From an optimization exercise on the open Yosys and OpenROAD flow, aimed at a short achievable clock period and few clock cycles; shortcuts taken in it are not production practice. In this exercise RTL edits were held to simulation tests only and were not proved equivalent to the original. Power figures rest on the tool's default switching activity, not on a simulated workload.

Design vm20_core, start of the top module:
module vm20_core (
    input  wire        clk,
    input  wire        rst,           
    input  wire [7:0]  exec_start,    
    output reg         mem_req,
    output reg         mem_we,
    output reg  [7:0]  mem_addr,
    output reg  [19:0] mem_wdata,
    input  wire        mem_ready,
    input  wire [19:0] mem_rdata,
    input  wire        in_valid,
    input  wire [7:0]  in_data,
    input  wire        in_eof,
    input  wire        in_err,
    output reg         in_take,
    output reg         out_valid,
    output reg         out_kind,      
    output reg  [19:0] out_data,
    input  wire        out_ready,
    input  wire        out_err,
    output wire [2:0]  status,
    output wire [7:0]  pc,
    output wire [19:0] r0,
    output wire [19:0] r1,
    output wire [19:0] r2,
    output wire [19:0] r3
);
    localparam [2:0] ST_RUNNING = 3'd0, ST_HALTED = 3'd1, ST_EOI = 3'd2,
                     ST_ILLIO   = 3'd3, ST_LIMIT  = 3'd4;
    localparam [3:0] OP_LD = 4'd0,  OP_LDI = 4'd1, OP_ST  = 4'd2,  OP_ADD = 4'd3,
                     OP_SUB = 4'd4, OP_MUL = 4'd5, OP_DIV = 4'd6,  OP_OR  = 4'd7,
                     OP_AND = 4'd8, OP_SHL = 4'd9, OP_SHR = 4'd10, OP_IO  = 4'd11,
                     OP_BR  = 4'd12, OP_BRZ = 4'd13, OP_BRN = 4'd14, OP_BRS = 4'd15;
    localparam [7:0] INSTR_LIMIT = 8'd200;
    localparam integer I_EXEC = 0,
                       I_MW   = 1,
                       I_MUL  = 2,
                       I_DIVN = 3,
                       I_DIV  = 4,
                       I_DIVF = 5,
                       I_OUT  = 6,
                       I_IN   = 7,
  ...
==> flow/config.mk <==
export PLATFORM = sky130hd
export DESIGN_NAME = vm20_core
export DESIGN_NICKNAME = vm20_core
export VERILOG_FILES = /design/flow/design.v
export SDC_FILE = /design/flow/constraint.sdc
export NUM_CORES = 4
export LEC_CHECK = 0
export CAP_MARGIN = 20
export CORE_MARGIN = 2
export CORE_UTILIZATION = 50
export PLACE_DENSITY = 0.75
export SETUP_SLACK_MARGIN = 3.0
export SLEW_MARGIN = 20
export TNS_END_PERCENT = 30
==> flow/constraint.sdc <==
create_clock -name core_clock -period 8.0 [get_ports {clk}]
set_input_delay 1.6000 -clock core_clock [delete_from_list [all_inputs] [get_ports {clk}]]
set_output_delay 1.6000 -clock core_clock [all_outputs]
set_load 0.01 [all_outputs]
standard.sh (not shown) runs the stock make flow with config.mk's settings and CLKGATE_MAP_FILE= SYNTH_SCRIPT=/design/flow/synth_recipe.tcl, a recipe that flattens the netlist after the stock synthesis.
==> flow/flow/run.sh <==
#!/bin/bash
# Layout: the standard flow (standard.sh, unchanged synthesis and steps), with the
# ports buffered by sky130_fd_sc_hd__buf_4 instead of the delay-cell buffer that
# buffer_ports picks by default. The make output goes to standard.log; each ORFS step
# keeps its own log under orfs/logs.
set -euo pipefail
export BUFFER_PORTS_ARGS="-buffer_cell sky130_fd_sc_hd__buf_4"
bash standard.sh > standard.log 2>&1
Testbench counts at the start, summed over its fixed seeds: cycles 66,500.
Next try:
Settings changed: CORE_UTILIZATION 50 to 40, PLACE_DENSITY 0.75 to not set, SETUP_SLACK_MARGIN 3.0 to 2.9, TNS_END_PERCENT 30 to 100.
The new run completed with no timing, DRC or antenna violations.
First-iteration DRC count decreases by 15%.
Non-clock buffer count decreases by 17.
Routed wire length increases by about 2.6%.
Utilization decreases by 12 points.
Power decreases by 1.3%.
Worst setup slack gains 0.15 ns.
Next try:
Settings changed: SETUP_SLACK_MARGIN 2.9 to 3.0, TNS_END_PERCENT 100 to 30.
Outcome: Setup slack got worse by 0.089 ns. Total power hardly moves. Register-to-register slack got worse by 0.02 ns. Clock skew grows by 0.011 ns. First-iteration DRC count shrinks by 1.2%. Cell area hardly moves. Final cell count stays flat. Count of clock-buffer cells in the layout grows by 2. Non-clock buffer count shrinks by 16. Via count grows by 0.43%. Flip-flop and latch count is unchanged.

* * *

vm20_core, a different RTL version from the one above (not shown whole).
For scale: about 5900 cells after synthesis, ~740 flip-flops, ~190 I/O pins, roughly 57000 sq um of cells after synthesis.
clock: 8.0 ns
lec_check: 0
cap_margin: 20
core_margin: 2
core_utilization: 40
setup_slack_margin: 3.0
slew_margin: 20
tns_end_percent: 30
run.sh (not shown) runs the stock make flow with config.mk's settings and CLKGATE_MAP_FILE= SYNTH_SCRIPT=/design/flow/synth_recipe.tcl, a recipe that flattens the netlist after the stock synthesis.
Stock flow here: none of the scripts above is used.
Testbench counts at the start, summed over its fixed seeds: cycles 66,500.
Next try:
==> flow/flow/run.sh (new file) <==
#!/bin/bash
# Layout: the standard flow (standard.sh, unchanged synthesis and steps), with the
# ports buffered by sky130_fd_sc_hd__buf_4 instead of the delay-cell buffer that
# buffer_ports picks by default. The make output goes to standard.log; each ORFS step
# keeps its own log under orfs/logs.
set -euo pipefail
export BUFFER_PORTS_ARGS="-buffer_cell sky130_fd_sc_hd__buf_4"
bash standard.sh > standard.log 2>&1
==> flow/standard.sh (new file) <==
#!/bin/bash
# synth_recipe.tcl (not shown) runs the flow's synth.tcl, then flattens the netlist and writes it again
# the make line also repeats each setting of config.mk as NAME=value (left out here)
make -C /OpenROAD-flow-scripts/flow DESIGN_CONFIG=/design/flow/config.mk WORK_HOME=/design/flow/orfs CLKGATE_MAP_FILE= SYNTH_SCRIPT=/design/flow/synth_recipe.tcl "${@:-finish}"
removed: flow/run.sh
Clock skew stays flat.
Global-route usage hardly moves.
Die area does not change.
Setup slack improves by 0.058 ns.
Routed wire length barely changes.
Total power is lower by about 1.2%.
Synthesized cell count stays the same.

port drivers added, routing unchanged:
Ports are ideal in the flow. The routed layouts listed here were re-timed in OpenROAD. Step 1: set_driving_cell puts a clkbuf_16 on clk and a buf_2 on each other input, an assumption about the parent block. Step 2 also shifts input and output timing later by t, the mid clock arrival at the registers, as if the neighbouring blocks saw the same clock. Slacks: no drivers / after step 1 / after step 2; pairs: no drivers / after step 1.
run | t (ns) | setup slack, ns | worst setup path after step 2 | latest minus earliest clock arrival (ns)
the first run of note 1 | 0.788 | 2.717 / 2.639 / 2.021 | input to register | 0.057 / 0.057
the second run of note 1 | 0.812 | 2.867 / 2.783 / 1.998 | input to register | 0.040 / 0.040
the third run of note 1 | 0.810 | 2.778 / 2.696 / 1.990 | input to register | 0.054 / 0.054
the first run of note 2 | 0.824 | 2.729 / 2.656 / 1.969 | input to register | 0.073 / 0.073
the second run of note 2 | 0.812 | 2.788 / 2.704 / 2.232 | input to register | 0.068 / 0.067
After both steps setup and hold are still met in every run listed. For the second run of note 1, which loses most, drivers alone change the setup slack by -0.084 ns; drivers and shift together by -0.869 ns.
